This is an optimization exercise on Yosys and OpenROAD, whose aim is small area, a short achievable clock period and few clock cycles, not a production implementation.
Where RTL was checked, it was by simulation tests only, not by an equivalence proof against the original.
The RTL of runs 5 and 6 was laid out without a check of its function.
No activity file was given, so power comes from the tool's default toggle rates.

--- config.mk ---
export PLATFORM = sky130hd
export DESIGN_NAME = css_descramble
export DESIGN_NICKNAME = css_descramble
export VERILOG_FILES = /design/flow/design.v
export SDC_FILE = /design/flow/constraint.sdc
export NUM_CORES = 4
export LEC_CHECK = 0
export ABC_CLOCK_PERIOD_IN_PS = 2600
export CAP_MARGIN = 20
export CORE_MARGIN = 2
export CORE_UTILIZATION = 40
export PLACE_DENSITY = 0.6
export SETUP_SLACK_MARGIN = 3.4
export SLEW_MARGIN = 20
--- constraint.sdc ---
create_clock -name core_clock -period 6.0 [get_ports {clk}]
set_input_delay 1.2000 -clock core_clock [delete_from_list [all_inputs] [get_ports {clk}]]
set_output_delay 1.2000 -clock core_clock [all_outputs]
set_load 0.01 [all_outputs]
--- design.v ---
module css_t1 (
    input  wire [7:0] a,
    output wire [7:0] t1
);
    wire a01 = a[0] & a[1];
    wire u   = a01 ^ a[3];
    wire v   = (a[4] & a[5]) ^ a[6];
    wire w   = a01 ^ a[2];
    wire z   = (a[4] | a[5]) ^ a[7];
    assign t1[0] = ~u;
    assign t1[1] = ~v;
    assign t1[2] = a[5] ^ (u | v);
    assign t1[3] = a[1] ^ (u | v);
    assign t1[4] = ~w;
    assign t1[5] = ~z;
    assign t1[6] = a[0] ^ (w | z);
    assign t1[7] = a[4] ^ (w & z);
endmodule
module css_descramble (
    input  wire        clk,
    input  wire        rst,          
    input  wire        in_valid,
    output wire        in_ready,
    input  wire [31:0] in_data,
    input  wire [39:0] in_key,       
    input  wire [7:0]  in_cmi,
    output wire        out_valid,
    input  wire        out_ready,
    output wire [31:0] out_data
);
    reg  [31:0] obuf;
    reg         ov;
    reg  [8:0]  wcnt;           
    reg         gate;           
    reg  [31:0] o1w;            
    reg  [39:0] ssum;           
    reg         carry;
    reg  [7:0]  o0c;            
    reg  [2:0]  o0f;            
    function [7:0] rev8(input [7:0] b);
        integer k;
        begin
            for (k = 0; k < 8; k = k + 1) rev8[k] = b[7-k];
        end
    endfunction
    function [7:0] t2(input [7:0] i);
        t2 = i ^ (i >> 3) ^ (i >> 6);
    endfunction
    function [7:0] t3(input [2:0] i);
        t3 = (i[0] ? 8'h24 : 8'h00) ^ (i[1] ? 8'h49 : 8'h00) ^ (i[2] ? 8'h92 : 8'h00);
    endfunction
    function [31:0] lfsr1_word(input [31:0] w);
        reg [8:0] lo;
        reg [7:0] hi, o;
        integer k;
        begin
            hi = {w[8], w[23:17]};
            lo = {w[16], w[31:24]};
            for (k = 0; k < 4; k = k + 1) begin
                o  = t2(hi) ^ t3(lo[2:0]);
                hi = lo[8:1];
                lo = {lo[0], o};
                lfsr1_word[8*k +: 8] = o;
            end
        end
    endfunction
    function [10:0] o0_of(input [23:0] x);
        reg [24:0] l;
        reg [7:0]  k;
        begin
            l = {x[23:3], 1'b1, x[2:0]};
            k = l[24:17] ^ l[21:14] ^ l[20:13] ^ {l[12:8], 3'd0};
            o0_of = {k ^ {5'd0, k[7:5]}, k[2:0] ^ l[7:5]};
        end
    endfunction
    wire take = in_valid && in_ready;
    wire [7:0] b0 = in_data[7:0], b1 = in_data[15:8];
    wire [31:0] o1n = o1w;
    wire [7:0]  a0  = rev8({o0c[7:3], o0f});
    wire [7:0]  a1  = rev8(o0c);
    wire [8:0]  sn0 = {1'b0, a0} + {1'b0, ~rev8(o1n[7:0])};
    wire [8:0]  sn1 = {1'b0, a1} + {1'b0, ~rev8(o1n[15:8])};
    wire [8:0]  sn2 = {1'b0, a1} + {1'b0, ~rev8(o1n[23:16])};
    wire [8:0]  sn3 = {1'b0, a1} + {1'b0, ~rev8(o1n[31:24])};
    wire        pn0 = &sn0[7:0];
    wire        pn1 = &sn1[7:0];
    wire        pn2 = &sn2[7:0];
    wire        pn3 = &sn3[7:0];
    wire [3:0] bc;              
    wire [31:0] ks;
    assign bc[0] = carry;
    genvar j;
    generate
        for (j = 0; j < 4; j = j + 1) begin : g_ks
            wire [9:0] sj = ssum[10*j +: 10];
            if (j < 3)
                assign bc[j+1] = sj[8] | (sj[9] & bc[j]);
            assign ks[8*j +: 8] = sj[7:0] + {7'd0, bc[j]};
        end
    endgenerate
    wire carry_next = ssum[38] | (ssum[39] & bc[3]);
    wire [31:0] t1w;
    css_t1 u_t10 (.a(in_data[7:0]),   .t1(t1w[7:0]));
    css_t1 u_t11 (.a(in_data[15:8]),  .t1(t1w[15:8]));
    css_t1 u_t12 (.a(in_data[23:16]), .t1(t1w[23:16]));
    css_t1 u_t13 (.a(in_data[31:24]), .t1(t1w[31:24]));
    wire scr = gate && wcnt[8:5] != 4'd0;      
    always @(posedge clk) begin
        if (rst) begin
            ov   <= 1'b0;
            wcnt <= 9'd0;
        end else begin
            if (take) begin
                ov   <= 1'b1;
                wcnt <= wcnt + 9'd1;
            end else if (out_ready) begin
                ov   <= 1'b0;
            end
        end
        if (take) begin
            obuf <= scr ? (t1w ^ ks) : in_data;
            if (wcnt == 9'd5)
                gate <= b0[5:4] != 2'b00;
            if (wcnt == 9'd21) begin
                gate  <= gate && in_cmi[7] && in_key != 40'd0;
                o1w   <= {in_key[7:0] ^ b0, in_key[14:8] ^ b1[6:0], 1'b1, 7'd0, in_key[15] ^ b1[7], 8'd0};
                {o0c, o0f} <= o0_of({8'd0, in_key[31:16] ^ in_data[31:16]});
                carry <= 1'b0;
            end
            if (wcnt == 9'd22)
                {o0c, o0f} <= {o0c, o0f} ^ o0_of({in_key[39:32] ^ b0, 16'd0});
            if (wcnt >= 9'd30)
                o1w  <= lfsr1_word(o1w);
            if (wcnt >= 9'd31)
                ssum <= {pn3, sn3, pn2, sn2, pn1, sn1, pn0, sn0};
            if (wcnt == 9'd31)
                o0f <= o0c[2:0];
            if (wcnt[8:5] != 4'd0)
                carry <= carry_next;
        end
    end
    assign in_ready  = out_ready;
    assign out_valid = ov;
    assign out_data  = obuf;
endmodule
--- run.sh ---
#!/bin/bash
# synth_recipe.tcl (not shown) runs the flow's synth.tcl, then flattens the netlist and writes it again
# the make line also repeats each setting of config.mk as NAME=value (left out here)
make -C /OpenROAD-flow-scripts/flow DESIGN_CONFIG=/design/flow/config.mk WORK_HOME=/design/flow/orfs CLKGATE_MAP_FILE= SYNTH_SCRIPT=/design/flow/synth_recipe.tcl finish
==> results by group, run 1 <==
Outcome
  • Status: timing/DRC/antenna clean

Die
  • Core area: 21800 um^2
  • Die area: 23300 um^2
  • Num rows: 54
  • Initial core utilization: 40.7%
  • Ports: 118
  • Chip height: 153 um
  • Chip Width: 153 um

Placement
  • Placed standard-cell area: 10300 um^2
  • Hpwl dp: 17.4 mm
  • GP Congestion: 0.844
  • I/O Buffers: 110

Timing
  • Least-Margin Pin Slew: 1.08 ns
  • Slew headroom: 27.5%
  • Max Clock Freq: 0.382 GHz
  • Final TNS setup: 0 ns
  • Min Tclk post-route: 2.62 ns
  • Setup-failing EPs final: 0
  • Skew final: 0.00728 ns
  • Hold Fails Final Rpt: 0
  • RSZ-0062 raised after global routing: yes
  • Fin crit share: 43.6%
  • Slew Viols, Final: 0

Worst setup path
  • Worst Setup Path Type: in2reg
  • CP Max Fanout: 2
  • Req. time, crit path: 6.15 ns
  • Critical Path Source Type: input port
  • Slowest stage delay, CP: 0.49 ns
  • Crit path cell chain: clkdlybuf4s50_1 -> nor4_4 -> nand4_1 -> or3_4 -> a31oi_1 -> a21oi_1
  • CP Data Arrival Time: 2.77 ns
  • CP max-delay cell: clkdlybuf4s50_1
  • Crit. End Element: flip-flop

Power and ir drop
  • Power Density: 195 nW/um^2
  • Leak: 4.42 nW
  • Maximum vdd drop: 108 uV

Layout
  • Design area: 11400 um^2
  • Multi-input logic area: 5280 um^2
  • Register Area: 3710 um^2
  • Number of fill cells: 1929
  • Final #Nets: 1137
  • Synth-to-layout area growth: 28.6%
  • Share of layout cells above drive strength 1: 12.6%
  • Most common cell after layout, fill and taps aside: xnor2_1
  • Antenna cell count: 0
  • Most frequent cells in the layout: 140 x xnor2_1, 117 x edfxtp_1, 71 x nor2_1, 59 x clkdlybuf4s50_1, 58 x nand2_1

Routing
  • First DRT Iteration DRCs: 375
  • Vias: 6665
  • Antenna viol nets, final: 0
  • Drt drc: 0
  • Vias per cell: 5.13
  • Per-cell routed wire length: 18.2 um
  • TritonRoute pass-1 iters: 5
  • Post-Route WL: 23.7 mm

Clocking
  • CTS HTree Levels: 4
  • CTS root buffer: clkbuf_16
  • Post-CTS Hold Buffers: 0
  • Clock latency (worst-skew pair): 0.42 ns
  • TritonCTS buffer count: 17
  • Longest Clk Path Bufs: 2
  • CTS tree: built
  • Clk slew on worst S/H paths: 0.06 ns
  • Clk sinks: 127

Synthesis
  • Post-synthesis sequential area ratio: 41.9%
  • Avg Cell Area, Syn: 10.1 um^2
  • Cell Area, Synth: 8850 um^2
  • Share of synthesized flip-flops with an asynchronous set or reset: 0%
  • Top FF cell, synth: edfxtp_1
  • Number of enable flip-flop cells after synthesis: 117
  • Synth warn: 1
  • Yosys cell types: 57
  • Syn_nets: 1012
  • Synthesized flop and latch total: 127
  • Mapped Cells: 880

Global route
  • Largest net degree at the start of global routing: 36
  • Global Route Usage Sum: 20.5%
  • Overflow after GRT: 0
  • First-pass GRT wire length: 36.5 mm
  • Initial antenna violation count: 0
  • Number of global-route vias before repair: 6426

Job
  • Maxcap violations: 0

Hold path
  • Tightest Hold Check Type: reg2reg
==> power by group <==
part | switching (W) | total (W) | internal (W)
combinational | 0.000175 | 0.000338 | 0.000163
clock | 0.000381 | 0.000895 | 0.000514
sequential | 0.00000444 | 0.000983 | 0.000979
==> cell families (layout without fill, tap and decap cells) <==
group	Yosys count	after routing	share of synthesized area (%)
compound gates	157	158	10.3
xor+xnor	217	217	22.8
fa+ha+maj	48	48	7.12
buf+inv	87	223	3.80
flops	127	127	41.9
mux	10	10	1.20
simple gates	234	235	12.8
==> what timing repair did <==
action                                  4_1_cts  5_1_grt
pin swaps                                    24       20
endpoints found under the setup margin       96       20
buffers inserted                             15        4
gates cloned                                  3        0
resized for setup                            85       50
==> Yosys cell counts (17+ instances only) <==
library cell	instances	area share, %
xnor2_1	154	15
edfxtp_1	117	40
nor2_1	74	3.1
nand2_1	61	2.6
inv_1	55	2.3
xor2_1	53	5.2
ha_1	44	6.2
a21oi_1	43	2.4
o21ai_1	40	2.3
o21ai_0	23	1.3
clkbuf_1	19	0.81
nand3_1	17	0.96
==> flip-flops by register name (all words and copies together), names as in the netlist <==
name,cells
o1w,32
o0c,8
ov,1
carry,1
obuf,32
wcnt,9
o0f,3
ssum,40
gate,1
==> area by class of cell <==
cell class	count	area share (%)
clock buffers	17	3.74
multi-input cells	668	46.3
inverters	58	2.04
repair inverters	1	0.0769
flip-flops and latches	127	32.6
repair buffers	132	11.4
well taps	280	3.08
clock inverters	15	0.703
==> routing by layer <==
layer / global-route usage, % / up-vias / part of all wire [%]
li1: - / 3309 / -
met1: 27.5 / 3139 / 44
met2: 32.7 / 195 / 47
met3: 5.23 / 22 / 7.6
met4: 6.26 / 0 / 1.4
met5: 0 / - / 0
==> stage by stage <==
step                      total power, W  std cells  utilization, %  hold WS, ns  setup slack (ns)
after CTS                        0.00222       1294            51.3        0.481              3.35
after floorplan                  0.00119        880               -        0.493              3.41
after detailed placement         0.00131       1244            47.1        0.472              2.50
after global routing             0.00229       1298            52.4        0.535              3.27
after global placement           0.00131       1243            47.0        0.470              2.49
final                            0.00222       1298            52.4        0.474              3.38
==> final timing paths <==
path	cells after the start	to	slack [ns]	from
setup reg to reg	10	obuf[31]$_DFFE_PP_	3.45	carry$_SDFFCE_PN0P_
hold reg to reg	2	ov$_SDFFE_PP0P_	0.47	ov$_SDFFE_PP0P_
setup / recovery	6	gate$_DFFE_PP_	3.38	in_key[4]
hold / removal	2	ov$_SDFFE_PP0P_	0.47	ov$_SDFFE_PP0P_
==> critical path, delay by kind of cell <==
family	cells	cell delay, ns
simple gates	3	0.85
buf+inv	1	0.49
compound gates	2	0.23
Testbench counts, summed over its fixed seeds: cycles 32,776.
==> run 2: changes to the inputs <==
==> flow/run.sh (new file) <==
#!/bin/bash
# Layout flow: the standard ORFS flow (standard.sh, unchanged synthesis), with two
# extra ORFS settings passed to make:
#  - the port buffers that buffer_ports inserts on every input and output are
#    sky130_fd_sc_hd__buf_1 instead of the cell it picks by default (clkdlybuf4s50_1);
#  - RECOVER_POWER: after global-route timing repair, cells on paths with slack to spare
#    are downsized.
# make's full output goes to flow_make.log here; each ORFS step keeps its own log under
# orfs/logs/.
set -euo pipefail
EXTRA=(
  "BUFFER_PORTS_ARGS=-buffer_cell sky130_fd_sc_hd__buf_1"
)
if [[ -f flow/extra.txt ]]; then
  while IFS= read -r line; do
    [[ -n "$line" ]] && EXTRA+=("$line")
  done < flow/extra.txt
fi
bash standard.sh "${EXTRA[@]}" finish > flow_make.log 2>&1
==> flow/extra.txt (new file) <==
RECOVER_POWER=100
==> standard.sh (new file) <==
#!/bin/bash
# synth_recipe.tcl (not shown) runs the flow's synth.tcl, then flattens the netlist and writes it again
# the make line also repeats each setting of config.mk as NAME=value (left out here)
make -C /OpenROAD-flow-scripts/flow DESIGN_CONFIG=/design/flow/config.mk WORK_HOME=/design/flow/orfs CLKGATE_MAP_FILE= SYNTH_SCRIPT=/design/flow/synth_recipe.tcl "${@:-finish}"
removed: run.sh
==> run 2 against run 1 <==
Compared with the run above:
- now fails the layout checks on capacitance limit, slew limit
- via count is 0.66% lower
- global-route usage fell by 0.76 points
- routed wire length down 1.9%
- area after synthesis unchanged
- critical endpoint is now obuf[20]$_DFFE_PP_
==> results by group, run 2 <==
Outcome
  • SO Viols: capacitance limit, slew limit
  • Status: failed layout checks (was timing/DRC/antenna clean)

Worst setup path
  • CP Data Arrival Time: 3.86 ns (was 2.77 ns)
  • Critical Path Source Type: flip-flop (was input port)
  • CP bufs+invs: 1 (unchanged)
  • Crit path cell chain: nor4_1 -> nand2b_1 -> clkbuf_1 -> o21ai_0 (was clkdlybuf4s50_1 -> nor4_4 -> nand4_1 -> or3_4 -> a31oi_1 -> a21oi_1)
  • Family with the most delay on the worst path: simple AND/OR/NAND/NOR gates (unchanged)
  • Slowest stage delay, CP: 0.99 ns (was 0.49 ns)
  • CP max-delay cell: nor4_1 (was clkdlybuf4s50_1)
  • Crit. End Element: flip-flop (unchanged)
  • Req. time, crit path: 6.13 ns (was 6.15 ns)
  • Worst Setup Path Type: reg2reg (was in2reg)
  • CP Max Fanout: 29 (was 2)

Job
  • Maxcap violations: 3 (was 0)

Synthesis
  • Main combinational cell family by area after synthesis: XOR/XNOR gates (unchanged)
  • Complex-gate fraction of the synthesized area: 10.3% (unchanged)
  • Mux contribution to synthesized area: 1.20% (unchanged)
  • Post-Synth Simple-Gate Area: 12.8% (unchanged)
  • Avg Cell Area, Syn: 10.1 um^2 (unchanged)
  • Top FF cell, synth: edfxtp_1 (unchanged)
  • Syn_nets: 1012 (unchanged)
  • Cell type with the largest total area after synthesis: edfxtp_1 (unchanged)
  • Cell Area, Synth: 8850 um^2 (unchanged)
  • Number of enable flip-flop cells after synthesis: 117 (unchanged)
  • Post-synthesis xor/xnor area fraction: 22.8% (unchanged)
  • Synth top cells by count: 154 x xnor2_1, 117 x edfxtp_1, 74 x nor2_1 (unchanged)
  • Yosys cell types: 57 (unchanged)
  • Post-synth top area share: 39.7% (unchanged)
  • Synthesized flop and latch total: 127 (unchanged)
  • Share of synthesized flip-flops with an asynchronous set or reset: 0% (unchanged)
  • Adder-cell share of the synthesized area: 7.12% (unchanged)
  • Synth warn: 1 (unchanged)
  • Count leader, synth: xnor2_1 (unchanged)
  • Mapped Cells: 880 (unchanged)
  • Post-synthesis sequential area ratio: 41.9% (unchanged)
  • Top cells by area, synth: edfxtp_1 40%, xnor2_1 15%, ha_1 6.2% (unchanged)

Layout
  • Antenna cell count: 0 (unchanged)
  • Most frequent cells in the layout: 150 x xnor2_1, 117 x edfxtp_1, 107 x buf_1, 72 x nor2_1, 60 x nand2_1 (was 140 x xnor2_1, 117 x edfxtp_1, 71 x nor2_1, 59 x clkdlybuf4s50_1, 58 x nand2_1)
  • Most common cell after layout, fill and taps aside: xnor2_1 (unchanged)
  • Design area: 10300 um^2 (was 11400 um^2)
  • Largest regs: ssum: 40 flops, o1w: 32 flops, obuf: 32 flops (unchanged)
  • Largest Register: ssum (unchanged)
  • Synth-to-layout area growth: 16.8% (was 28.6%)
  • Share of layout cells above drive strength 1: 7.51% (was 12.6%)
  • Final #Nets: 1131 (was 1137)
  • Number of fill cells: 2063 (was 1929)
  • Max FFs per register: 40 (unchanged)

Global route
  • First-pass GRT wire length: 35.1 mm (was 36.5 mm)
  • Largest net degree at the start of global routing: 40 (was 36)
  • Number of global-route vias before repair: 6330 (was 6426)
  • Global Route Usage Sum: 19.7% (was 20.5%)
  • Overflow after GRT: 0 (unchanged)
  • Initial antenna violation count: 0 (unchanged)

Power and ir drop
  • Power Density: 223 nW/um^2 (was 195 nW/um^2)
  • Maximum vdd drop: 182 uV (was 108 uV)
  • Leak: 3.80 nW (was 4.42 nW)

Clocking
  • CTS root buffer: clkbuf_16 (unchanged)
  • Clock latency (worst-skew pair): 0.43 ns (was 0.42 ns)
  • Clk slew on worst S/H paths: 0.06 ns (about the same)
  • Longest Clk Path Bufs: 2 (unchanged)
  • CTS tree: built (unchanged)
  • CTS HTree Levels: 4 (unchanged)
  • Post-CTS Hold Buffers: 0 (unchanged)
  • Clk sinks: 127 (unchanged)
  • TritonCTS buffer count: 17 (unchanged)

Timing
  • Setup-failing EPs final: 0 (unchanged)
  • Fin crit share: 62.3% (was 43.6%)
  • Hold Fails Final Rpt: 0 (unchanged)
  • Least-Margin Pin Slew: 1.78 ns (was 1.08 ns)
  • Slew Viols, Final: 70 (was 0)
  • Skew final: 0.00760 ns (was 0.00728 ns)
  • Final TNS setup: 0 ns (unchanged)
  • Slew headroom: -19.3% (was 27.5%)
  • Max Clock Freq: 0.268 GHz (was 0.382 GHz)
  • RSZ-0062 raised after global routing: yes (unchanged)
  • Min Tclk post-route: 3.74 ns (was 2.62 ns)

Hold path
  • Tightest Hold Check Type: reg2reg (unchanged)

Routing
  • Vias per cell: 5.12 (was 5.13)
  • Per-cell routed wire length: 18.0 um (was 18.2 um)
  • Post-Route WL: 23.2 mm (was 23.7 mm)
  • Vias: 6621 (was 6665)
  • TritonRoute pass-1 iters: 4 (was 5)
  • First DRT Iteration DRCs: 478 (was 375)
  • Drt drc: 0 (unchanged)
  • Antenna viol nets, final: 0 (unchanged)

Die
  • Core area: 21800 um^2 (unchanged)
  • Die area: 23300 um^2 (unchanged)
  • Initial core utilization: 40.7% (unchanged)
  • Num rows: 54 (unchanged)
  • Chip Width: 153 um (unchanged)
  • Ports: 118 (unchanged)
  • Chip height: 153 um (unchanged)

Placement
  • Placed standard-cell area: 9570 um^2 (was 10300 um^2)
  • I/O Buffers: 110 (unchanged)
  • Hpwl dp: 17.3 mm (was 17.4 mm)
  • GP Congestion: 0.849 (was 0.844)
[run 2: cell counts after synthesis]
Identical to the previous run, type by type.
[run 2: worst register-to-register path: stages, from the launching register on]
cell	delay, ns
dfxtp_1	0.36
nor4_1	0.99
nand2b_1	0.98
clkbuf_1	0.84
o21ai_0	0.27
[run 2: path summary, 6_finish.rpt]
check                            start            endpoint  slack (ns)  depth (start not counted)
setup / recovery  wcnt[5]$_SDFFE_PP0P_  obuf[20]$_DFFE_PP_        2.26                          4
hold / removal         ov$_SDFFE_PP0P_     ov$_SDFFE_PP0P_        0.48                          2
setup reg to reg  wcnt[5]$_SDFFE_PP0P_  obuf[20]$_DFFE_PP_        2.26                          4
hold reg to reg        ov$_SDFFE_PP0P_     ov$_SDFFE_PP0P_        0.48                          2
[run 2: cell families after synthesis]
logic type	count (synthesis)
XOR/XNOR	217
multiplexers	10
flip-flops	127
buffers and inverters	87
adder cells (fa/ha/maj)	48
AO/OA/AOI/OAI	157
AND/OR/NAND/NOR	234
[run 2: report_power, final]
| part | internal [W] | leakage (nW) | total [W] | switching, W |
|---|---|---|---|---|
| registers | 0.000978 | 1.16 | 0.000983 | 0.00000430 |
| clock network | 0.000652 | 0.286 | 0.00106 | 0.000408 |
| logic | 0.000112 | 2.35 | 0.000269 | 0.000157 |
[run 2: cell type report]
class                   instances  area, um^2  area share (%)
well taps                     280         350            3.39
inverters                      58         233            2.25
clock inverters                14         168            1.62
repair buffers                128         531            5.13
clock buffers                  18         429            4.15
multi-input cells             667        4920            47.6
flip-flops and latches        127        3710            35.9
[run 2: metrics by stage]
stage,setup WS [ns],hold WS [ns],power [W],instances,utilization [%]
final,2.26,0.476,0.00231,1292,47.5
after detailed placement,2.81,0.476,0.00126,1244,44.0
after floorplan,3.41,0.493,0.00119,880,-
after global placement,2.79,0.463,0.00126,1243,43.9
after CTS,3.24,0.483,0.00232,1284,47.2
after global routing,1.83,0.498,0.00238,1292,47.5
[run 2: what timing repair did]
item                                    in CTS  in global routing
gates resized for setup                      7                 28
pin swaps                                    4                  7
gates cloned                                 1                  0
endpoints found under the setup margin      50                 44
setup buffers                                7                  8
[run 2: metal layers]
metal	GRT usage (%)	vias to the layer above	wire (um)
li1	-	3292	-
met1	25.9	3122	10400
met2	32.4	181	11100
met3	4.81	26	1380
met4	5.82	0	362
met5	0	-	0
==> run 3: changes to the inputs <==
--- a/config.mk
+++ b/config.mk
@@ -8,7 +8,8 @@
 export ABC_CLOCK_PERIOD_IN_PS = 2600
 export CAP_MARGIN = 20
 export CORE_MARGIN = 2
-export CORE_UTILIZATION = 40
-export PLACE_DENSITY = 0.6
+export CORE_UTILIZATION = 60
+export CTS_BUF_LIST = sky130_fd_sc_hd__clkbuf_8
+export PLACE_DENSITY = 0.75
 export SETUP_SLACK_MARGIN = 3.4
 export SLEW_MARGIN = 20
removed: flow/extra.txt
==> run 3 against run 2 <==
Compared with the run above:
- now clean on timing, DRC and antenna
- routed wire length down 4.6%
- sequential power about the same
- clock power down 21%
- critical path depth up 6
- core utilization up 22 points
- non-clock buffer count down 1
- flip-flop and latch count unchanged
- via count up 5.0%
- power down 9.6%
- sequential share of layout area up 0.74 points
- die area down 33%
- cell area down 2.0%
- critical endpoint is now obuf[31]$_DFFE_PP_
- largest cell class unchanged
- highest routed layer unchanged
==> results by group, run 3 <==
Clocking
  • Post-CTS Hold Buffers: 0 (unchanged)
  • Clock latency (worst-skew pair): 0.45 ns (was 0.43 ns)
  • TritonCTS buffer count: 17 (unchanged)
  • Clk sinks: 127 (unchanged)
  • Longest Clk Path Bufs: 2 (unchanged)
  • Clk slew on worst S/H paths: 0.08 ns (was 0.06 ns)
  • CTS root buffer: clkbuf_8 (was clkbuf_16)
  • CTS tree: built (unchanged)
  • CTS HTree Levels: 4 (unchanged)

Synthesis
  • Post-synthesis sequential area ratio: 41.9% (unchanged)
  • Top FF cell, synth: edfxtp_1 (unchanged)
  • Syn_nets: 1012 (unchanged)
  • Avg Cell Area, Syn: 10.1 um^2 (unchanged)
  • Cell type with the largest total area after synthesis: edfxtp_1 (unchanged)
  • Cell Area, Synth: 8850 um^2 (unchanged)
  • Post-synth top area share: 39.7% (unchanged)
  • Top cells by area, synth: edfxtp_1 40%, xnor2_1 15%, ha_1 6.2% (unchanged)
  • Mapped Cells: 880 (unchanged)
  • Yosys cell types: 57 (unchanged)
  • Synth warn: 1 (unchanged)
  • Synth top cells by count: 154 x xnor2_1, 117 x edfxtp_1, 74 x nor2_1 (unchanged)
  • Count leader, synth: xnor2_1 (unchanged)
  • Synthesized flop and latch total: 127 (unchanged)
  • Share of synthesized flip-flops with an asynchronous set or reset: 0% (unchanged)
  • Number of enable flip-flop cells after synthesis: 117 (unchanged)

Placement
  • GP Congestion: 0.884 (was 0.849)
  • I/O Buffers: 110 (unchanged)
  • Hpwl dp: 16.2 mm (was 17.3 mm)
  • Place WS: 2.89 ns (was 2.81 ns)

Job
  • Maxcap violations: 0 (was 3)

Global route
  • Largest net degree at the start of global routing: 41 (was 40)
  • Number of global-route vias before repair: 6348 (was 6330)
  • Global Route Usage Sum: 28.0% (was 19.7%)
  • First-pass GRT wire length: 33.8 mm (was 35.1 mm)
  • Initial antenna violation count: 0 (unchanged)
  • Overflow after GRT: 0 (unchanged)

Power and ir drop
  • Power Density: 206 nW/um^2 (was 223 nW/um^2)
  • Leak: 3.79 nW (was 3.80 nW)
  • Maximum vdd drop: 122 uV (was 182 uV)

Routing
  • Drt drc: 0 (unchanged)
  • TritonRoute pass-1 iters: 5 (was 4)
  • Per-cell routed wire length: 18.5 um (was 18.0 um)
  • Antenna viol nets, final: 0 (unchanged)
  • First DRT Iteration DRCs: 671 (was 478)
  • Post-Route WL: 22.1 mm (was 23.2 mm)
  • Vias: 6954 (was 6621)
  • Vias per cell: 5.81 (was 5.12)

Die
  • Ports: 118 (unchanged)
  • Chip height: 125 um (was 153 um)
  • Chip Width: 125 um (was 153 um)
  • Core area: 14500 um^2 (was 21800 um^2)
  • Num rows: 44 (was 54)
  • Die area: 15700 um^2 (was 23300 um^2)
  • Initial core utilization: 61.1% (was 40.7%)

Timing
  • Skew final: 0.0143 ns (was 0.00760 ns)
  • Hold Fails Final Rpt: 0 (unchanged)
  • Setup-failing EPs final: 0 (unchanged)
  • Slew headroom: 42.4% (was -19.3%)
  • RSZ-0062 raised after global routing: yes (unchanged)
  • Worst Slack Setup Final: 3.33 ns (was 2.26 ns)
  • Slew Viols, Final: 0 (was 70)
  • Least-Margin Pin Slew: 0.863 ns (was 1.78 ns)
  • Final TNS setup: 0 ns (unchanged)
  • Max Clock Freq: 0.375 GHz (was 0.268 GHz)
  • Fin crit share: 44.5% (was 62.3%)
  • Min Tclk post-route: 2.67 ns (was 3.74 ns)

Worst setup path
  • CP Max Fanout: 3 (was 29)
  • Critical Path Source Type: flip-flop (unchanged)
  • Worst R2R Start: carry$_SDFFCE_PN0P_ (was wcnt[5]$_SDFFE_PP0P_)
  • Crit. End Element: flip-flop (unchanged)
  • Worst Setup Path Type: reg2reg (unchanged)
  • CP Data Arrival Time: 2.86 ns (was 3.86 ns)
  • Req. time, crit path: 6.19 ns (was 6.13 ns)
  • CP startpoint: carry$_SDFFCE_PN0P_ (was wcnt[5]$_SDFFE_PP0P_)

Layout
  • Max FFs per register: 40 (unchanged)
  • Final #Nets: 1131 (unchanged)
  • Largest Register: ssum (unchanged)
  • Antenna cell count: 0 (unchanged)
  • Largest regs: ssum: 40 flops, o1w: 32 flops, obuf: 32 flops (unchanged)
  • Share of layout cells above drive strength 1: 8.60% (was 7.51%)
  • Most common cell after layout, fill and taps aside: xnor2_1 (unchanged)
  • Synth-to-layout area growth: 14.5% (was 16.8%)
  • Most frequent cells in the layout: 151 x xnor2_1, 117 x edfxtp_1, 108 x buf_1, 72 x nor2_1, 60 x nand2_1 (was 150 x xnor2_1, 117 x edfxtp_1, 107 x buf_1, 72 x nor2_1, 60 x nand2_1)

Outcome
  • Status: timing/DRC/antenna clean (was failed layout checks)

Hold path
  • Hold path start: ov$_SDFFE_PP0P_ (unchanged)
  • Tightest Hold Check Type: reg2reg (unchanged)
-- run 3: changes by cell type in the layout (fill, tap and decap cells not counted), sizes merged, moves of 2 or more --
cell and delta:
clkbuf -13, buf +11, clkinv -3, inv +3, bufinv +2
-- run 3: cell type report --
cell class / instances / area (um^2)
Multi-Input combinational cell: 668 / 4950
Fill cell: 1072 / 4340
Sequential cell: 127 / 3710
Timing Repair Buffer: 127 / 568
Clock buffer: 17 / 234
Inverter: 58 / 233
Tap cell: 184 / 230
Clock inverter: 15 / 204
-- run 3: what timing repair did --
action | 4_1_cts | 5_1_grt
setup buffers | 4 | 10
cloned | 1 | 1
endpoints found under the setup margin | 47 | 45
hold endpoints to repair | 0 | 0
pin swaps | 5 | 9
resized for setup | 10 | 17
-- run 3: cells by family after synthesis --
group,Yosys count,share of synthesized area [%]
and+or+nand+nor,234,12.8
xor gates and xnor gates,217,22.8
adders and majority gates,48,7.12
buffers and inverters,87,3.80
muxes,10,1.20
AOI/OAI and AO/OA,157,10.3
DFF,127,41.9
-- run 3: path summary, 6_finish.rpt --
check                           slack (ns)                  to  depth (start not counted)
worst max-delay path                  3.33  obuf[31]$_DFFE_PP_                         10
worst max register to register        3.33  obuf[31]$_DFFE_PP_                         10
worst min-delay path                  0.47     ov$_SDFFE_PP0P_                          2
worst min register to register        0.47     ov$_SDFFE_PP0P_                          2
-- run 3: per-layer routing --
metal / vias up / GRT usage, % / part of all wire, %
li1: 3304 / - / -
met1: 3279 / 38.5 / 42
met2: 337 / 42.5 / 46
met3: 34 / 8.09 / 9.6
met4: 0 / 10.1 / 2.1
met5: - / 0 / 0
-- run 3: report_power, final --
part / switching (W) / internal (W) / leakage, nW / total, W
registers: 0.00000412 / 0.000977 / 1.16 / 0.000981
logic: 0.000160 / 0.000113 / 2.39 / 0.000273
clock network: 0.000348 / 0.000486 / 0.230 / 0.000834
-- run 3: critical path: stages (launching register included) --
cell and delay (ns):
edfxtp_1 0.45, a21o_1 0.27, a21o_1 0.24, a21o_4 0.24, ha_1 0.21, nand3_2 0.11, nor2_1 0.08, xnor2_2 0.17
mux2_2 0.36, a31oi_1 0.16, o211ai_1 0.10
-- run 3: through the flow --
step                hold WS (ns)  util (%)  std cells  instance area, um^2  total power [W]
global placement           0.460      65.0       1146                 9410          0.00126
floorplan                  0.493         -        880                 8880          0.00119
detailed placement         0.468      65.0       1146                 9410          0.00126
finish                     0.474      70.0       1196                10100          0.00209
global route               0.511      70.0       1196                10100          0.00215
CTS                        0.477      68.6       1183                 9940          0.00208
==> run 4: changes to the inputs <==
--- a/config.mk
+++ b/config.mk
@@ -8,8 +8,7 @@
 export ABC_CLOCK_PERIOD_IN_PS = 2600
 export CAP_MARGIN = 20
 export CORE_MARGIN = 2
-export CORE_UTILIZATION = 60
-export CTS_BUF_LIST = sky130_fd_sc_hd__clkbuf_8
-export PLACE_DENSITY = 0.75
+export CORE_UTILIZATION = 40
+export PLACE_DENSITY = 0.6
 export SETUP_SLACK_MARGIN = 3.4
 export SLEW_MARGIN = 20
==> run 4 against run 3 <==
Compared with the run above:
- power is 11% higher
- critical path depth decreased by 8
- fmax grew 2.3%
- flip-flop and latch count unchanged
- cell area rose by 3.4%
- sequential share of layout area decreased by 1.2 points
- combinational power is essentially flat
- sequential power about the same
- area after synthesis is the same
- clock power grew 27%
- largest power group is now clock
==> results by group, run 4 <==
Placement
  • Cells after DPL: 1244 (was 1146)
  • GP Congestion: 0.849 (was 0.884)
  • I/O Buffers: 110 (unchanged)
  • Hpwl dp: 17.3 mm (was 16.2 mm)
  • Place WS: 2.81 ns (was 2.89 ns)

Die
  • Die area: 23300 um^2 (was 15700 um^2)
  • Initial core utilization: 40.7% (was 61.1%)
  • Core area: 21800 um^2 (was 14500 um^2)
  • Num rows: 54 (was 44)
  • Chip Width: 153 um (was 125 um)
  • Ports: 118 (unchanged)
  • Chip height: 153 um (was 125 um)

Global route
  • Number of global-route vias before repair: 6330 (was 6348)
  • Initial antenna violation count: 0 (unchanged)
  • Largest net degree at the start of global routing: 40 (was 41)
  • Global Route Usage Sum: 19.7% (was 28.0%)
  • Overflow after GRT: 0 (unchanged)
  • First-pass GRT wire length: 35.1 mm (was 33.8 mm)

Clocking
  • CTS HTree Levels: 4 (unchanged)
  • CTS tree: built (unchanged)
  • CTS root buffer: clkbuf_16 (was clkbuf_8)
  • Clock latency (worst-skew pair): 0.43 ns (was 0.45 ns)
  • Longest Clk Path Bufs: 2 (unchanged)
  • Post-CTS Hold Buffers: 0 (unchanged)
  • TritonCTS buffer count: 17 (unchanged)
  • Clk slew on worst S/H paths: 0.05 ns (was 0.08 ns)
  • Clk sinks: 127 (unchanged)

Hold path
  • Hold Path Stages: 2 (unchanged)
  • Worst Hold Path EP: ov$_SDFFE_PP0P_ (unchanged)
  • Tightest Hold Check Type: reg2reg (unchanged)
  • Hold path start: ov$_SDFFE_PP0P_ (unchanged)

Timing
  • Worst Slack Setup Final: 3.39 ns (was 3.33 ns)
  • Max Clock Freq: 0.383 GHz (was 0.375 GHz)
  • Hold Slack: 0.476 ns (was 0.474 ns)
  • Min Tclk post-route: 2.61 ns (was 2.67 ns)
  • Slew headroom: 26.6% (was 42.4%)
  • Setup-failing EPs final: 0 (unchanged)
  • Fin crit share: 43.5% (was 44.5%)
  • Hold Fails Final Rpt: 0 (unchanged)
  • RSZ-0062 raised after global routing: yes (unchanged)
  • Final TNS setup: 0 ns (unchanged)
  • Slew Viols, Final: 0 (unchanged)
  • Skew final: 0.00717 ns (was 0.0143 ns)
  • Least-Margin Pin Slew: 1.09 ns (was 0.863 ns)

Synthesis
  • Syn_nets: 1012 (unchanged)
  • Synthesized flop and latch total: 127 (unchanged)
  • Synth top cells by count: 154 x xnor2_1, 117 x edfxtp_1, 74 x nor2_1 (unchanged)
  • Synth warn: 1 (unchanged)
  • Cell type with the largest total area after synthesis: edfxtp_1 (unchanged)
  • Number of enable flip-flop cells after synthesis: 117 (unchanged)
  • Post-synth top area share: 39.7% (unchanged)
  • Top FF cell, synth: edfxtp_1 (unchanged)
  • Top cells by area, synth: edfxtp_1 40%, xnor2_1 15%, ha_1 6.2% (unchanged)
  • Cell Area, Synth: 8850 um^2 (unchanged)
  • Share of synthesized flip-flops with an asynchronous set or reset: 0% (unchanged)
  • Mapped Cells: 880 (unchanged)
  • Count leader, synth: xnor2_1 (unchanged)
  • Yosys cell types: 57 (unchanged)
  • Avg Cell Area, Syn: 10.1 um^2 (unchanged)
  • Post-synthesis sequential area ratio: 41.9% (unchanged)

Routing
  • Per-cell routed wire length: 17.9 um (was 18.5 um)
  • Drt drc: 0 (unchanged)
  • Vias: 6616 (was 6954)
  • Antenna viol nets, final: 0 (unchanged)
  • Vias per cell: 5.12 (was 5.81)
  • Post-Route WL: 23.1 mm (was 22.1 mm)
  • First DRT Iteration DRCs: 502 (was 671)
  • TritonRoute pass-1 iters: 5 (unchanged)

Layout
  • Most frequent cells in the layout: 150 x xnor2_1, 117 x edfxtp_1, 108 x buf_1, 71 x nor2_1, 59 x nand2_1 (was 151 x xnor2_1, 117 x edfxtp_1, 108 x buf_1, 72 x nor2_1, 60 x nand2_1)
  • Antenna cell count: 0 (unchanged)
  • Largest Register: ssum (unchanged)
  • Most common cell after layout, fill and taps aside: xnor2_1 (unchanged)
  • Largest regs: ssum: 40 flops, o1w: 32 flops, obuf: 32 flops (unchanged)
  • Max FFs per register: 40 (unchanged)
  • Layout Cells excl Fill: 1292 (was 1196)
  • Final #Nets: 1131 (unchanged)
  • Synth-to-layout area growth: 18.4% (was 14.5%)
  • Share of layout cells above drive strength 1: 9.39% (was 8.60%)

Worst setup path
  • Worst R2R Start: carry$_SDFFCE_PN0P_ (unchanged)
  • Worst Setup Path Type: in2out (was reg2reg)
  • CP max-delay cell: buf_6 (was edfxtp_1)
  • Slowest stage delay, CP: 0.11 ns (was 0.45 ns)
  • CP bufs+invs: 2 (was 0)
  • Req. time, crit path: 4.80 ns (was 6.19 ns)
  • Family with the most delay on the worst path: buffers and inverters (was compound AO/OA/AOI/OAI gates)
  • Critical Path Source Type: input port (was flip-flop)
  • CP Depth: 2 (was 10)
  • Worst r2r path cells: 10 (unchanged)
  • FF-to-FF End: obuf[23]$_DFFE_PP_ (was obuf[31]$_DFFE_PP_)
  • Crit path cell chain: buf_8 -> buf_6 (was a21o_1 -> a21o_1 -> a21o_4 -> ha_1 -> nand3_2 -> nor2_1 -> xnor2_2 -> mux2_2 -> a31oi_1 -> o211ai_1)
  • Crit. End Element: output pin (was flip-flop)
  • R2r setup slk: 3.45 ns (was 3.33 ns)
  • CP Data Arrival Time: 1.41 ns (was 2.86 ns)
  • CP Max Fanout: 3 (unchanged)

Power and ir drop
  • Power Density: 221 nW/um^2 (was 206 nW/um^2)
  • Leak: 3.87 nW (was 3.79 nW)
  • Maximum vdd drop: 182 uV (was 122 uV)

Job
  • Maxcap violations: 0 (unchanged)

Outcome
  • Status: timing/DRC/antenna clean (unchanged)
-- run 4: cell counts after synthesis --
Identical to the previous run, type by type.
-- run 4: through the flow --
step / total power [W] / area (um^2) / util, %
after global placement: 0.00126 / 9540 / 43.9
after CTS: 0.00232 / 10300 / 47.2
after detailed placement: 0.00126 / 9570 / 44.0
after global routing: 0.00239 / 10500 / 48.2
final: 0.00232 / 10500 / 48.2
after floorplan: 0.00119 / 8880 / -
-- run 4: cells by family (layout without fill, tap and decap cells) --
family | after synthesis | count (layout) | synth area share [%]
AO/OA/AOI/OAI | 157 | 158 | 10.3
XOR/XNOR | 217 | 217 | 22.8
adder cells (fa/ha/maj) | 48 | 48 | 7.12
buffers and inverters | 87 | 218 | 3.80
flip-flops | 127 | 127 | 41.9
multiplexers | 10 | 10 | 1.20
AND/OR/NAND/NOR | 234 | 234 | 12.8
-- run 4: worst max path at each step --
stage                              startpoint            endpoint
after floorplan                   in_data[29]    o0f[1]$_DFFE_PP_
after global placement             in_key[37]      gate$_DFFE_PP_
after detailed placement           in_key[37]      gate$_DFFE_PP_
after CTS                 carry$_SDFFCE_PN0P_  obuf[31]$_DFFE_PP_
after global routing      carry$_SDFFCE_PN0P_  obuf[15]$_DFFE_PP_
final                               out_ready            in_ready
-- run 4: power by group --
part | internal (W) | switching, W | leakage [nW] | total (W)
registers | 0.000978 | 0.00000428 | 1.16 | 0.000983
logic | 0.000115 | 0.000160 | 2.42 | 0.000274
clock network | 0.000652 | 0.000407 | 0.286 | 0.00106
-- run 4: repair_timing --
item / CTS / global route
cloned: 1 / 0
gates resized for setup: 7 / 28
setup buffers: 7 / 8
endpoints found under the setup margin: 50 / 44
pin swaps: 4 / 7
-- run 4: per-layer routing --
metal	track usage [%]	vias up	share of wire, %
met2	32.4	188	48
met4	5.82	0	1.6
met3	4.81	24	6.5
met1	25.9	3106	44
met5	0	-	0
li1	-	3298	-
-- run 4: cell type report --
type	instances	area [um^2]
repair buffers	128	599
flip-flops and latches	127	3710
clock inverters	14	168
fillers	2039	11300
multi-input cells	667	4990
inverters	58	233
clock buffers	18	429
well taps	280	350
==> run 5: changes to the inputs <==
--- a/design.v
+++ b/design.v
@@ -123,12 +123,12 @@
                 gate <= b0[5:4] != 2'b00;
             if (wcnt == 9'd21) begin
                 gate  <= gate && in_cmi[7] && in_key != 40'd0;
-                o1w   <= {in_key[7:0] ^ b0, in_key[14:8] ^ b1[6:0], 1'b1, 7'd0, in_key[15] ^ b1[7], 8'd0};
-                {o0c, o0f} <= o0_of({8'd0, in_key[31:16] ^ in_data[31:16]});
+                o1w   <= {in_key[7:0] ^ b0, in_key[14:8] ^ b1[6:0], 1'b1, 7'd0, in_key[15] ^ b1[7], in_data[23:16]};
+                o0c   <= in_data[31:24];
                 carry <= 1'b0;
             end
             if (wcnt == 9'd22)
-                {o0c, o0f} <= {o0c, o0f} ^ o0_of({in_key[39:32] ^ b0, 16'd0});
+                {o0c, o0f} <= o0_of(in_key[39:16] ^ {b0, o0c, o1w[7:0]});
             if (wcnt >= 9'd30)
                 o1w  <= lfsr1_word(o1w);
             if (wcnt >= 9'd31)
==> run 5 against run 4 <==
Compared with the run above:
- worst setup slack worse by 0.10 ns
- flip-flop and latch count unchanged
- core utilization up 0.29 points
- non-clock buffer count up 9
- clock power up 6%
- global-route usage up 0.12 points
- via count down 1.3%
- largest cell class unchanged
==> results by group, run 5 <==
Die
  • Die area: 23200 um^2 (was 23300 um^2)
  • Core area: 21700 um^2 (was 21800 um^2)
  • Ports: 118 (unchanged)
  • Num rows: 54 (unchanged)
  • Chip height: 152 um (was 153 um)
  • Chip Width: 152 um (was 153 um)
  • Initial core utilization: 40.5% (was 40.7%)

Layout
  • Number of fill cells: 1993 (was 2039)
  • Design area: 10500 um^2 (about the same)
  • Finished Core Util: 48.5% (was 48.2%)
  • Max FFs per register: 40 (unchanged)
  • Largest Register: ssum (unchanged)
  • Multi-input logic area: 4950 um^2 (was 4990 um^2)
  • Share of layout cells above drive strength 1: 11.8% (was 9.39%)
  • Most common cell after layout, fill and taps aside: xnor2_1 (unchanged)
  • Largest regs: ssum: 40 flops, o1w: 32 flops, obuf: 32 flops (unchanged)
  • Most frequent cells in the layout: 143 x xnor2_1, 117 x edfxtp_1, 104 x buf_1, 72 x nand2_1, 64 x nor2_1 (was 150 x xnor2_1, 117 x edfxtp_1, 108 x buf_1, 71 x nor2_1, 59 x nand2_1)
  • Final #Nets: 1116 (was 1131)
  • Synth-to-layout area growth: 19.7% (was 18.4%)
  • Register Area: 3710 um^2 (unchanged)

Synthesis
  • Synthesized flop and latch total: 127 (unchanged)
  • Count leader, synth: xnor2_1 (unchanged)
  • Post-synthesis sequential area ratio: 42.3% (was 41.9%)
  • Post-synth top area share: 40.0% (was 39.7%)
  • Cell Area, Synth: 8780 um^2 (was 8850 um^2)
  • Mux contribution to synthesized area: 1.94% (was 1.20%)
  • Yosys cell types: 56 (was 57)
  • Top FF cell, synth: edfxtp_1 (unchanged)
  • Complex-gate fraction of the synthesized area: 9.85% (was 10.3%)
  • Number of enable flip-flop cells after synthesis: 117 (unchanged)
  • Avg Cell Area, Syn: 10.3 um^2 (was 10.1 um^2)
  • Main combinational cell family by area after synthesis: XOR/XNOR gates (unchanged)
  • Adder-cell share of the synthesized area: 7.18% (was 7.12%)
  • Synth top cells by count: 150 x xnor2_1, 117 x edfxtp_1, 75 x nand2_1 (was 154 x xnor2_1, 117 x edfxtp_1, 74 x nor2_1)
  • Share of synthesized flip-flops with an asynchronous set or reset: 0% (unchanged)
  • Post-synthesis xor/xnor area fraction: 22.5% (was 22.8%)
  • Syn_nets: 987 (was 1012)
  • Post-Synth Simple-Gate Area: 12.6% (was 12.8%)
  • Mapped Cells: 855 (was 880)
  • Synth warn: 1 (unchanged)
  • Top cells by area, synth: edfxtp_1 40%, xnor2_1 15%, ha_1 6.3% (was edfxtp_1 40%, xnor2_1 15%, ha_1 6.2%)
  • Cell type with the largest total area after synthesis: edfxtp_1 (unchanged)

Placement
  • Hpwl dp: 17.3 mm (about the same)
  • Placed standard-cell area: 9500 um^2 (was 9570 um^2)
  • GP Congestion: 0.868 (was 0.849)
  • Place WS: 2.68 ns (was 2.81 ns)
  • I/O Buffers: 110 (unchanged)

Timing
  • Max Clock Freq: 0.369 GHz (was 0.383 GHz)
  • Skew final: 0.00730 ns (was 0.00717 ns)
  • Slew headroom: 31.3% (was 26.6%)
  • Setup-failing EPs final: 0 (unchanged)
  • Min Tclk post-route: 2.71 ns (was 2.61 ns)
  • Worst Slack Setup Final: 3.29 ns (was 3.39 ns)
  • Slew Viols, Final: 0 (unchanged)
  • Hold Slack: 0.471 ns (was 0.476 ns)
  • Fin crit share: 45.2% (was 43.5%)
  • RSZ-0062 raised after global routing: yes (unchanged)
  • Hold Fails Final Rpt: 0 (unchanged)
  • Final TNS setup: 0 ns (unchanged)
  • Least-Margin Pin Slew: 1.03 ns (was 1.09 ns)

Clocking
  • Post-CTS Hold Buffers: 0 (unchanged)
  • Clk slew on worst S/H paths: 0.06 ns (was 0.05 ns)
  • CTS root buffer: clkbuf_16 (unchanged)
  • CTS HTree Levels: 4 (unchanged)
  • TritonCTS buffer count: 17 (unchanged)
  • Clock latency (worst-skew pair): 0.43 ns (about the same)
  • CTS tree: built (unchanged)
  • Clk sinks: 127 (unchanged)
  • Longest Clk Path Bufs: 2 (unchanged)

Power and ir drop
  • Leak: 3.90 nW (was 3.87 nW)
  • Maximum vdd drop: 112 uV (was 182 uV)
  • Power Density: 223 nW/um^2 (was 221 nW/um^2)

Worst setup path
  • Worst Setup Path Type: reg2reg (was in2out)
  • Most Frequent Cell on Critical Path: a21o_1
  • Crit. End Element: flip-flop (was output pin)
  • Critical Path Source Type: flip-flop (was input port)
  • CP Max Fanout: 2 (was 3)
  • Req. time, crit path: 6.18 ns (was 4.80 ns)
  • Crit path cell chain: a21o_1 -> a21o_1 -> a21o_1 -> ha_1 -> and4_1 -> nand4_1 -> xor2_2 -> mux2i_1 -> a22oi_1 -> o221a_2 (was buf_8 -> buf_6)
  • CP max-delay cell: edfxtp_1 (was buf_6)
  • Slowest stage delay, CP: 0.45 ns (was 0.11 ns)
  • CP Data Arrival Time: 2.89 ns (was 1.41 ns)

Routing
  • Antenna viol nets, final: 0 (unchanged)
  • Drt drc: 0 (unchanged)
  • Vias per cell: 5.11 (was 5.12)
  • Vias: 6532 (was 6616)
  • TritonRoute pass-1 iters: 6 (was 5)
  • Per-cell routed wire length: 18.2 um (was 17.9 um)
  • Post-Route WL: 23.2 mm (was 23.1 mm)
  • First DRT Iteration DRCs: 459 (was 502)

Global route
  • First-pass GRT wire length: 35.1 mm (about the same)
  • Largest net degree at the start of global routing: 44 (was 40)
  • Initial antenna violation count: 1 (was 0)
  • Overflow after GRT: 0 (unchanged)
  • Number of global-route vias before repair: 6302 (was 6330)
  • Global Route Usage Sum: 19.8% (was 19.7%)

Outcome
  • Status: timing/DRC/antenna clean (unchanged)

Hold path
  • Tightest Hold Check Type: reg2reg (unchanged)

Job
  • Maxcap violations: 0 (unchanged)
## run 5: area by class of cell
type,instances,share of cell area (%)
antenna,1,0.0238
clock buffer,18,4.08
clock inverter,14,1.87
inverter,50,1.94
multi-input combinational,651,47.1
sequential,127,35.3
tap,280,3.33
timing repair buffer,137,6.29
## run 5: worst paths after layout
kind                        from                 end  slack [ns]  cells past startpoint
min              ov$_SDFFE_PP0P_     ov$_SDFFE_PP0P_        0.47                      2
min reg2reg      ov$_SDFFE_PP0P_     ov$_SDFFE_PP0P_        0.47                      2
max reg2reg  carry$_SDFFCE_PN0P_  obuf[31]$_DFFE_PP_        3.29                     10
max          carry$_SDFFCE_PN0P_  obuf[31]$_DFFE_PP_        3.29                     10
## run 5: cell families (layout without fill, tap and decap cells)
logic type,after synthesis,after routing
XOR/XNOR,211,211
AND/OR/NAND/NOR,231,232
flip-flops,127,127
multiplexers,16,16
AO/OA/AOI/OAI,143,144
adder cells (fa/ha/maj),48,48
buffers and inverters,79,219
other,0,1
## run 5: per-stage QoR
stage	total power (W)	std cells
6_report	0.00235	1278
5_1_grt	0.00242	1277
4_1_cts	0.00236	1264
3_5_place_dp	0.00124	1219
3_3_place_gp	0.00124	1218
2_1_floorplan	0.00117	855
## run 5: worst max-delay path, delay by kind of cell (launching register included)
family / cells / cell delay [ns]
xor+xnor: 1 / 0.20
flops: 1 / 0.45
mux: 1 / 0.20
fa+ha+maj: 1 / 0.20
compound gates: 5 / 1.03
simple gates: 2 / 0.38
## run 5: repair_timing
item                                    4_1_cts  5_1_grt
endpoints found under the setup margin       54       33
resized for setup                            14       29
buffers inserted                             12       12
pin swaps                                     8        7
cloned                                        1        1
hold endpoints to repair                      0        0
## run 5: metal layers
metal,track usage (%),vias up,routed length (um)
li1,-,3232,-
met2,33.2,149,11200
met5,0,-,0
met3,3.90,27,1130
met1,26.1,3124,10400
met4,5.92,0,495
## run 5: power by group
group          total (W)  switching (W)  leakage [nW]  internal (W)
combinational   0.000249       0.000141          2.44      0.000108
sequential      0.000981     0.00000409          1.16      0.000977
clock            0.00112       0.000391         0.304      0.000729
total            0.00235       0.000536          3.90       0.00181
==> run 6: changes to the inputs <==
--- a/design.v
+++ b/design.v
@@ -33,7 +33,8 @@
     reg  [8:0]  wcnt;           
     reg         gate;           
     reg  [31:0] o1w;            
-    reg  [39:0] ssum;           
+    reg  [31:0] ssum;           
+    reg  [3:0]  cg, cp;         
     reg         carry;
     reg  [7:0]  o0c;            
     reg  [2:0]  o0f;            
@@ -86,19 +87,25 @@
     wire        pn1 = &sn1[7:0];
     wire        pn2 = &sn2[7:0];
     wire        pn3 = &sn3[7:0];
+    wire [3:0]  cgn, cpn;
+    assign cgn[0] = sn0[8];
+    assign cpn[0] = pn0;
+    assign cgn[1] = sn1[8] | (pn1 & sn0[8]);
+    assign cpn[1] = pn1 & pn0;
+    assign cgn[2] = sn2[8] | (pn2 & sn1[8]) | (pn2 & pn1 & sn0[8]);
+    assign cpn[2] = pn2 & pn1 & pn0;
+    assign cgn[3] = sn3[8] | (pn3 & sn2[8]) | (pn3 & pn2 & sn1[8]) | (pn3 & pn2 & pn1 & sn0[8]);
+    assign cpn[3] = pn3 & pn2 & pn1 & pn0;
     wire [3:0] bc;              
     wire [31:0] ks;
-    assign bc[0] = carry;
+    assign bc = {cg[2:0] | (cp[2:0] & {3{carry}}), carry};
     genvar j;
     generate
         for (j = 0; j < 4; j = j + 1) begin : g_ks
-            wire [9:0] sj = ssum[10*j +: 10];
-            if (j < 3)
-                assign bc[j+1] = sj[8] | (sj[9] & bc[j]);
-            assign ks[8*j +: 8] = sj[7:0] + {7'd0, bc[j]};
+            assign ks[8*j +: 8] = ssum[8*j +: 8] + {7'd0, bc[j]};
         end
     endgenerate
-    wire carry_next = ssum[38] | (ssum[39] & bc[3]);
+    wire carry_next = cg[3] | (cp[3] & carry);
     wire [31:0] t1w;
     css_t1 u_t10 (.a(in_data[7:0]),   .t1(t1w[7:0]));
     css_t1 u_t11 (.a(in_data[15:8]),  .t1(t1w[15:8]));
@@ -131,8 +138,11 @@
                 {o0c, o0f} <= o0_of(in_key[39:16] ^ {b0, o0c, o1w[7:0]});
             if (wcnt >= 9'd30)
                 o1w  <= lfsr1_word(o1w);
-            if (wcnt >= 9'd31)
-                ssum <= {pn3, sn3, pn2, sn2, pn1, sn1, pn0, sn0};
+            if (wcnt >= 9'd31) begin
+                ssum <= {sn3[7:0], sn2[7:0], sn1[7:0], sn0[7:0]};
+                cg   <= cgn;
+                cp   <= cpn;
+            end
             if (wcnt == 9'd31)
                 o0f <= o0c[2:0];
             if (wcnt[8:5] != 4'd0)
==> run 6 against run 5 <==
Compared with the run above:
- power down 4.2%
- area after synthesis grew 2.5%
- combinational power is essentially flat
- worst hold slack better by 0.0058 ns
- cell count grew 3.6%
- register-to-register slack barely moved
- non-clock buffer count increased by 3
- fmax increased by 0.36%
- critical path type unchanged
- critical endpoint is now cg[3]$_DFFE_PP_
- largest power group unchanged
==> results by group, run 6 <==
Synthesis
  • Count leader, synth: xnor2_1 (unchanged)
  • Top FF cell, synth: edfxtp_1 (unchanged)
  • Share of synthesized flip-flops with an asynchronous set or reset: 0% (unchanged)
  • Yosys cell types: 63 (was 56)
  • Synthesized flop and latch total: 127 (unchanged)
  • Synth top cells by count: 147 x xnor2_1, 117 x edfxtp_1, 83 x nor2_1 (was 150 x xnor2_1, 117 x edfxtp_1, 75 x nand2_1)
  • Synth warn: 1 (unchanged)
  • Cell type with the largest total area after synthesis: edfxtp_1 (unchanged)
  • Mapped Cells: 901 (was 855)
  • Post-synth top area share: 39.1% (was 40.0%)
  • Post-synthesis sequential area ratio: 41.3% (was 42.3%)
  • Number of enable flip-flop cells after synthesis: 117 (unchanged)
  • Syn_nets: 1032 (was 987)
  • Avg Cell Area, Syn: 9.98 um^2 (was 10.3 um^2)
  • Top cells by area, synth: edfxtp_1 39%, xnor2_1 14%, ha_1 6.0% (was edfxtp_1 40%, xnor2_1 15%, ha_1 6.3%)
  • Cell Area, Synth: 9000 um^2 (was 8780 um^2)

Timing
  • Hold Fails Final Rpt: 0 (unchanged)
  • Fin crit share: 45.0% (was 45.2%)
  • Skew final: 0.00800 ns (was 0.00730 ns)
  • Min Tclk post-route: 2.70 ns (was 2.71 ns)
  • Least-Margin Pin Slew: 0.697 ns (was 1.03 ns)
  • Final TNS setup: 0 ns (unchanged)
  • Slew headroom: 53.4% (was 31.3%)
  • Slew Viols, Final: 0 (unchanged)
  • Setup-failing EPs final: 0 (unchanged)
  • RSZ-0062 raised after global routing: yes (unchanged)
  • Max Clock Freq: 0.370 GHz (was 0.369 GHz)

Layout
  • Design area: 11000 um^2 (was 10500 um^2)
  • Synth-to-layout area growth: 21.7% (was 19.7%)
  • Most common cell after layout, fill and taps aside: xnor2_1 (unchanged)
  • Antenna cell count: 0 (was 1)
  • Most frequent cells in the layout: 139 x xnor2_1, 117 x edfxtp_1, 107 x buf_1, 80 x nor2_1, 72 x nand2_1 (was 143 x xnor2_1, 117 x edfxtp_1, 104 x buf_1, 72 x nand2_1, 64 x nor2_1)
  • Largest regs: o1w: 32 flops, obuf: 32 flops, ssum: 32 flops (was ssum: 40 flops, o1w: 32 flops, obuf: 32 flops)
  • Final #Nets: 1162 (was 1116)
  • Share of layout cells above drive strength 1: 13.8% (was 11.8%)

Clocking
  • Longest Clk Path Bufs: 2 (unchanged)
  • Clk sinks: 127 (unchanged)
  • Post-CTS Hold Buffers: 0 (unchanged)
  • CTS HTree Levels: 4 (unchanged)
  • CTS root buffer: clkbuf_16 (unchanged)
  • Clk slew on worst S/H paths: 0.06 ns (about the same)
  • Clock latency (worst-skew pair): 0.43 ns (about the same)
  • CTS tree: built (unchanged)
  • TritonCTS buffer count: 17 (unchanged)

Global route
  • Overflow after GRT: 0 (unchanged)
  • Most used routing layer: met2 (unchanged)
  • Largest net degree at the start of global routing: 56 (was 44)
  • Initial antenna violation count: 0 (was 1)
  • Number of global-route vias before repair: 6846 (was 6302)
  • Met1 usage: 27.6% (was 26.1%)
  • Global Route Usage Sum: 21.2% (was 19.8%)
  • GR Layer Usage met2: 34.1% (was 33.2%)
  • First-pass GRT wire length: 37.9 mm (was 35.1 mm)
  • Met3 usage: 4.54% (was 3.90%)

Worst setup path
  • Worst Setup Path Type: reg2reg (unchanged)
  • CP max-delay cell: edfxtp_1 (unchanged)
  • Req. time, crit path: 6.30 ns (was 6.18 ns)
  • CP bufs+invs: 2 (was 0)
  • Crit path cell chain: buf_6 -> ha_4 -> fa_2 -> a21o_1 -> a31oi_4 -> a21boi_2 -> a211oi_2 -> nand4_1 -> buf_4 -> o21ai_4 -> a221o_1 (was a21o_1 -> a21o_1 -> a21o_1 -> ha_1 -> and4_1 -> nand4_1 -> xor2_2 -> mux2i_1 -> a22oi_1 -> o221a_2)
  • CP Max Fanout: 4 (was 2)
  • Worst r2r path cells: 11 (was 10)
  • Family with the most delay on the worst path: compound AO/OA/AOI/OAI gates (unchanged)
  • Crit. End Element: flip-flop (unchanged)
  • CP Depth: 11 (was 10)
  • Slowest stage delay, CP: 0.38 ns (was 0.45 ns)
  • Critical Path Source Type: flip-flop (unchanged)
  • CP Data Arrival Time: 3.00 ns (was 2.89 ns)

Routing
  • Vias: 7079 (was 6532)
  • Antenna viol nets, final: 0 (unchanged)
  • First DRT Iteration DRCs: 444 (was 459)
  • Vias per cell: 5.35 (was 5.11)
  • TritonRoute pass-1 iters: 5 (was 6)
  • Post-Route WL: 25.0 mm (was 23.2 mm)
  • Per-cell routed wire length: 18.9 um (was 18.2 um)
  • Drt drc: 0 (unchanged)

Outcome
  • Status: timing/DRC/antenna clean (unchanged)

Power and ir drop
  • Int Pwr: 0.00170 W (was 0.00181 W)
  • Seq pwr share: 43.6% (was 41.8%)
  • Switching Fraction: 24.2% (was 22.8%)
  • Clk network pwr share: 45.4% (was 47.7%)
  • Total chip power: 0.00225 W (was 0.00235 W)
  • Leak: 3.97 nW (was 3.90 nW)
  • Combinational power share: 11.0% (was 10.6%)
  • Switching Power: 0.000545 W (was 0.000536 W)
  • Power Density: 205 nW/um^2 (was 223 nW/um^2)
  • Maximum vdd drop: 161 uV (was 112 uV)

Die
  • Ports: 118 (unchanged)
  • Die area: 23700 um^2 (was 23200 um^2)
  • Initial core utilization: 41.0% (was 40.5%)
  • Core area: 22000 um^2 (was 21700 um^2)
  • Chip Width: 154 um (was 152 um)
  • Chip height: 154 um (was 152 um)
  • Num rows: 54 (unchanged)

Job
  • Maxcap violations: 0 (unchanged)

Placement
  • GP Congestion: 0.877 (was 0.868)
  • I/O Buffers: 110 (unchanged)
  • Hpwl dp: 18.2 mm (was 17.3 mm)
  • Placed standard-cell area: 9730 um^2 (was 9500 um^2)

Hold path
  • Tightest Hold Check Type: reg2reg (unchanged)
  • Hold Path Stages: 2 (unchanged)
-- run 6: final timing paths --
path / start / end / slack [ns]
min: ov$_SDFFE_PP0P_ / ov$_SDFFE_PP0P_ / 0.48
max reg2reg: o0c[7]$_DFFE_PP_ / cg[3]$_DFFE_PP_ / 3.30
max: o0c[7]$_DFFE_PP_ / cg[3]$_DFFE_PP_ / 3.30
min reg2reg: ov$_SDFFE_PP0P_ / ov$_SDFFE_PP0P_ / 0.48
-- run 6: through the flow --
| stage | utilization [%] | setup slack (ns) | std cells | hold WS (ns) |
|---|---|---|---|---|
| floorplan | - | 3.42 | 901 | 0.493 |
| global placement | 44.2 | 2.91 | 1264 | 0.463 |
| detailed placement | 44.3 | 2.91 | 1265 | 0.472 |
| CTS | 48.5 | 3.31 | 1317 | 0.480 |
| global route | 49.9 | 3.24 | 1324 | 0.500 |
| finish | 49.9 | 3.30 | 1324 | 0.477 |
-- run 6: final cells by class --
cell class	count	area [um^2]
clock buffers	25	539
clock inverters	7	42.5
fillers	1973	11000
inverters	47	190
multi-input cells	698	5400
flip-flops and latches	127	3710
well taps	280	350
repair buffers	140	719
-- run 6: tightest hold or removal path: stages (launching register included) --
cell,delay (ns)
dfxtp_1,0.31
nand2b_1,0.06
a21oi_1,0.06
-- run 6: metal layers --
metal,vias up,share of wire [%]
met3,46,5.4
met5,-,0
li1,3434,-
met2,196,47
met4,0,3.3
met1,3403,44
-- run 6: what timing repair did --
item,4_1_cts,5_1_grt
buffers inserted,19,6
endpoints found under the setup margin,53,74
cloned,1,1
gates resized for setup,35,40
pin swaps,16,16
-- run 6: cell families (layout without fill, tap and decap cells) --
kind of cell	Yosys count	after routing	synth area share, %
AOI/OAI and AO/OA	181	182	12.3
xor gates and xnor gates	211	211	21.9
adders and majority gates	47	47	6.87
buffers and inverters	78	219	3.37
DFF	127	127	41.3
muxes	4	4	0.459
and+or+nand+nor	253	254	13.8
-- run 6: power by group through the flow --
stage / clock network [W] / logic (W) / registers, W
floorplan: 0 / 0.000160 / 0.00100
global placement: 0 / 0.000238 / 0.000999
detailed placement: 0 / 0.000240 / 0.000999
CTS: 0.00104 / 0.000243 / 0.000980
global route: 0.00106 / 0.000272 / 0.000981
finish: 0.00102 / 0.000248 / 0.000980

[what the ideal ports hide]
The results above use ideal ports. As a check the final layouts listed here were re-extracted and re-timed, cells and wires unchanged. Step 1: set_driving_cell puts a clkbuf_16 on clk and a buf_2 on each other input, an assumption about the parent block. Step 2 also shifts input and output timing later by t, the mid clock arrival at the registers, as if the neighbouring blocks saw the same clock. Three values: no drivers, after step 1, after step 2; two values: the first two.
| run | shift t [ns] | setup slack, ns | worst setup path after step 2 | clock arrival spread, ns |
|---|---|---|---|---|
| run 1 | 0.461 | 3.384 / 3.356 / 2.935 | input to register | 0.007 / 0.008 |
| run 2 | 0.467 | 2.264 / 2.264 / 2.264 | register to register | 0.008 / 0.008 |
| run 3 | 0.480 | 3.332 / 3.332 / 2.984 | input to register | 0.014 / 0.015 |
| run 4 | 0.467 | 3.392 / 3.349 / 2.983 | input to register | 0.008 / 0.007 |
| run 5 | 0.468 | 3.289 / 3.289 / 2.991 | input to register | 0.007 / 0.008 |
| run 6 | 0.469 | 3.299 / 3.299 / 3.024 | input to register | 0.009 / 0.009 |
For run 1, which loses most, drivers alone change the setup slack by -0.028 ns; drivers and shift together by -0.449 ns.
